This design comes from an exercise in tuning for small area, a short achievable clock period and few clock cycles on the open sky130 flow, not from production work.
Function was checked by simulation only, so behaviour that the tests miss may differ from the original.
No activity file was given, so power comes from the tool's default toggle rates.

Design nabu_engine, start of the top module:
module nabu_engine (
    input  wire        clk,
    input  wire        rst,
    input  wire        rx_valid,
    output wire        rx_ready,
    input  wire [7:0]  rx_data,
    output wire        tx_valid,
    input  wire        tx_ready,
    output wire [7:0]  tx_data,
    output wire        st_req_valid,
    input  wire        st_req_ready,
    output wire [23:0] st_seg,
    output wire [7:0]  st_pkt,
    input  wire        st_rsp_valid,
    output wire        st_rsp_ready,
    input  wire [1:0]  st_rsp_kind,
    input  wire [15:0] st_rsp_len,
    input  wire [15:0] st_rsp_offset,
    input  wire        st_rsp_last,
    input  wire        st_dat_valid,
    output wire        st_dat_ready,
    input  wire [7:0]  st_dat,
    input  wire [7:0]  tod_wd,
    input  wire [7:0]  tod_mo,
    input  wire [7:0]  tod_dd,
    input  wire [7:0]  tod_hh,
    input  wire [7:0]  tod_mi,
    input  wire [7:0]  tod_ss
);
Size in the first run: ~150 I/O pins, roughly 9100 um^2 of cells after synthesis.
Settings: LEC_CHECK=0, CAP_MARGIN=20, CORE_MARGIN=2, CORE_UTILIZATION=40, CTS_BUF_LIST=sky130_fd_sc_hd__clkbuf_8, SETUP_SLACK_MARGIN=3.1, SLEW_MARGIN=20; clock period 5.0 ns.
standard.sh (not shown) runs the stock make flow with config.mk's settings and CLKGATE_MAP_FILE= SYNTH_SCRIPT=/design/flow/synth_recipe.tcl, a recipe that flattens the netlist after the stock synthesis.
==> flow/flow/run.sh <==
#!/bin/bash
# The standard layout, with the port buffers made of buf_2 cells instead of
# the cell buffer_ports picks by default. The output of the whole run goes to
# standard.log in the folder this runs in.
export BUFFER_PORTS_ARGS="-buffer_cell sky130_fd_sc_hd__buf_2"
bash standard.sh > standard.log 2>&1
Testbench counts at the start, summed over its fixed seeds: cycles 192,988.
Next try:
--- a/flow/config.mk
+++ b/flow/config.mk
@@ -10,4 +10,4 @@
 export CORE_UTILIZATION = 40
 export CTS_BUF_LIST = sky130_fd_sc_hd__clkbuf_8
-export SETUP_SLACK_MARGIN = 3.1
+export SETUP_SLACK_MARGIN = 2.4
 export SLEW_MARGIN = 20
After rerunning: The changed run ran to the end with no violations; wire length decreases by 14%; final area came out lower by about 16%; critical path depth goes down by 5; worst setup slack got worse by 0.29 ns; count of clock-buffer cells in the layout is unchanged; power came out lower by 4.7%; non-clock buffer count shrinks by 123; hold slack degrades by 0.015 ns; via count shrinks by about 10%; register-to-register slack got worse by 0.29 ns; flip-flop and latch count stays the same.
Next try:
--- a/flow/config.mk
+++ b/flow/config.mk
@@ -8,6 +8,6 @@
 export CAP_MARGIN = 20
 export CORE_MARGIN = 2
-export CORE_UTILIZATION = 40
+export CORE_UTILIZATION = 65
 export CTS_BUF_LIST = sky130_fd_sc_hd__clkbuf_8
-export SETUP_SLACK_MARGIN = 2.4
+export SETUP_SLACK_MARGIN = 2.8
 export SLEW_MARGIN = 20
What happened: The changed run ran to the end with no violations; wire length goes up by 1.8%; setup slack is better by 0.24 ns; synthesized cell count is unchanged; sequential cell count stays the same; maximum frequency climbs by 11%; global-route usage rose by 13 points; die area decreases by 38%; synthesized area does not change.
Next try:
--- a/flow/config.mk
+++ b/flow/config.mk
@@ -8,6 +8,5 @@
 export CAP_MARGIN = 20
 export CORE_MARGIN = 2
-export CORE_UTILIZATION = 65
+export CORE_UTILIZATION = 40
 export CTS_BUF_LIST = sky130_fd_sc_hd__clkbuf_8
-export SETUP_SLACK_MARGIN = 2.8
 export SLEW_MARGIN = 20
Wire length fell by 1.8%.
Flip-flop and latch count is unchanged.
Cell count rose by 6.3%.
Worst hold slack stays flat.

* * *

nabu_engine, a different RTL version from the one above (not shown whole).
Size in the first run: about 1100 cells after synthesis, ~150 I/O pins.
// nabu_engine
module nabu_engine (
    input  wire        clk,
    input  wire        rst,
    input  wire        rx_valid,
    output wire        rx_ready,
    input  wire [7:0]  rx_data,
    output wire        tx_valid,
    input  wire        tx_ready,
    output wire [7:0]  tx_data,
    output wire        st_req_valid,
    input  wire        st_req_ready,
    output wire [23:0] st_seg,
    output wire [7:0]  st_pkt,
    input  wire        st_rsp_valid,
    output wire        st_rsp_ready,
    input  wire [1:0]  st_rsp_kind,
    input  wire [15:0] st_rsp_len,
    input  wire [15:0] st_rsp_offset,
    input  wire        st_rsp_last,
    input  wire        st_dat_valid,
    output wire        st_dat_ready,
    input  wire [7:0]  st_dat,
    input  wire [7:0]  tod_wd,
    input  wire [7:0]  tod_mo,
    input  wire [7:0]  tod_dd,
    input  wire [7:0]  tod_hh,
    input  wire [7:0]  tod_mi,
    input  wire [7:0]  tod_ss
);
==> flow/config.mk <==
export PLATFORM = sky130hd
export DESIGN_NAME = nabu_engine
export DESIGN_NICKNAME = nabu_engine
export VERILOG_FILES = /design/flow/design.v
export SDC_FILE = /design/flow/constraint.sdc
export NUM_CORES = 4
export LEC_CHECK = 0
export ABC_AREA = 1
export CAP_MARGIN = 20
export CORE_MARGIN = 2
export CORE_UTILIZATION = 65
export CTS_BUF_LIST = sky130_fd_sc_hd__clkbuf_8
export SETUP_SLACK_MARGIN = 2.8
export SLEW_MARGIN = 20
==> flow/constraint.sdc <==
create_clock -name core_clock -period 5.0 [get_ports {clk}]
set_input_delay 1.0000 -clock core_clock [delete_from_list [all_inputs] [get_ports {clk}]]
set_output_delay 1.0000 -clock core_clock [all_outputs]
set_load 0.01 [all_outputs]
==> flow/flow/run.sh <==
#!/bin/bash
# The standard layout, with the port buffers made of buf_1 cells instead of
# the cell buffer_ports picks by default. The output of the whole run goes to
# standard.log in the folder this runs in.
export BUFFER_PORTS_ARGS="-buffer_cell sky130_fd_sc_hd__buf_1"
bash standard.sh > standard.log 2>&1
Testbench counts at the start, summed over its fixed seeds: cycles 192,739.
Rerun with:
==> flow/flow/run.sh (replaced) <==
#!/bin/bash
# The standard layout, with the port buffers made of buf_2 cells instead of
# the cell buffer_ports picks by default. The output of the whole run goes to
# standard.log in the folder this runs in.
export BUFFER_PORTS_ARGS="-buffer_cell sky130_fd_sc_hd__buf_2"
bash standard.sh > standard.log 2>&1
PLACE_DENSITY = 0.8   (was default)
SETUP_SLACK_MARGIN = 2.9   (was 2.8)
TNS_END_PERCENT = 5   (was default)
Worst setup slack is worse by 54 ps.
Global-route usage went up by 1.0 points.
Critical path depth falls by 5.
Worst hold slack gains 5.2 ps.
Total power increases by 2.1%.
Sequential power stays flat.
Cell count decreases by 0.42%.
Wire length came out higher by 1.3%.
Via count went up by 0.31%.
Rerun with:
CORE_UTILIZATION = 40   (was 65)
PLACE_DENSITY = default   (was 0.8)
Result:
- The changed run went through all stages and came out clean
- worst setup slack is better by 38 ps
- design area climbs by 0.82%
- sequential share of layout area is lower by 0.37 points
- global-route usage falls by 13 points
- total power is lower by 1.5%
- non-clock buffer count shrinks by 2
- count of clock-buffer cells in the layout is unchanged
- die area rises by 60%

separate check: timing with driven ports:
The flow's constraints put no driver on any port. The routed layouts listed below were extracted and timed again, unchanged, in two steps.
Step 1 (the two cells are an assumption about what drives the block):
set clk [get_ports {clk}]
set_driving_cell -lib_cell sky130_fd_sc_hd__clkbuf_16 $clk
set_driving_cell -lib_cell sky130_fd_sc_hd__buf_2 [delete_from_list [all_inputs] $clk]
Step 2 moves the port delays by t, midway between the first and last clock arrival at a register: inputs arrive t later, outputs are due t later. That takes back most of the time a late clock gives input paths.
a / b / c = ideal ports / drivers / drivers and shift; a / b = the first two.
run | t (ns) | setup WS [ns] | worst hold slack (ns) | worst setup path after step 2
the first run of note 1 | 0.516 | 2.831 / 2.792 / 2.410 | 0.480 / 0.480 / 0.480 | input to register
the second run of note 1 | 0.497 | 2.542 / 2.542 / 2.185 | 0.465 / 0.465 / 0.465 | input to register
the third run of note 1 | 0.504 | 2.787 / 2.783 / 2.345 | 0.468 / 0.468 / 0.468 | input to register
the fourth run of note 1 | 0.504 | 1.935 / 1.935 / 1.782 | 0.466 / 0.466 / 0.466 | input to register
the first run of note 2 | 0.514 | 2.820 / 2.815 / 2.307 | 0.469 / 0.469 / 0.469 | input to register
the second run of note 2 | 0.510 | 2.766 / 2.755 / 2.245 | 0.475 / 0.475 / 0.475 | input to register
the third run of note 2 | 0.514 | 2.804 / 2.796 / 2.283 | 0.470 / 0.470 / 0.470 | input to register
After both steps setup and hold are still met in every run listed.
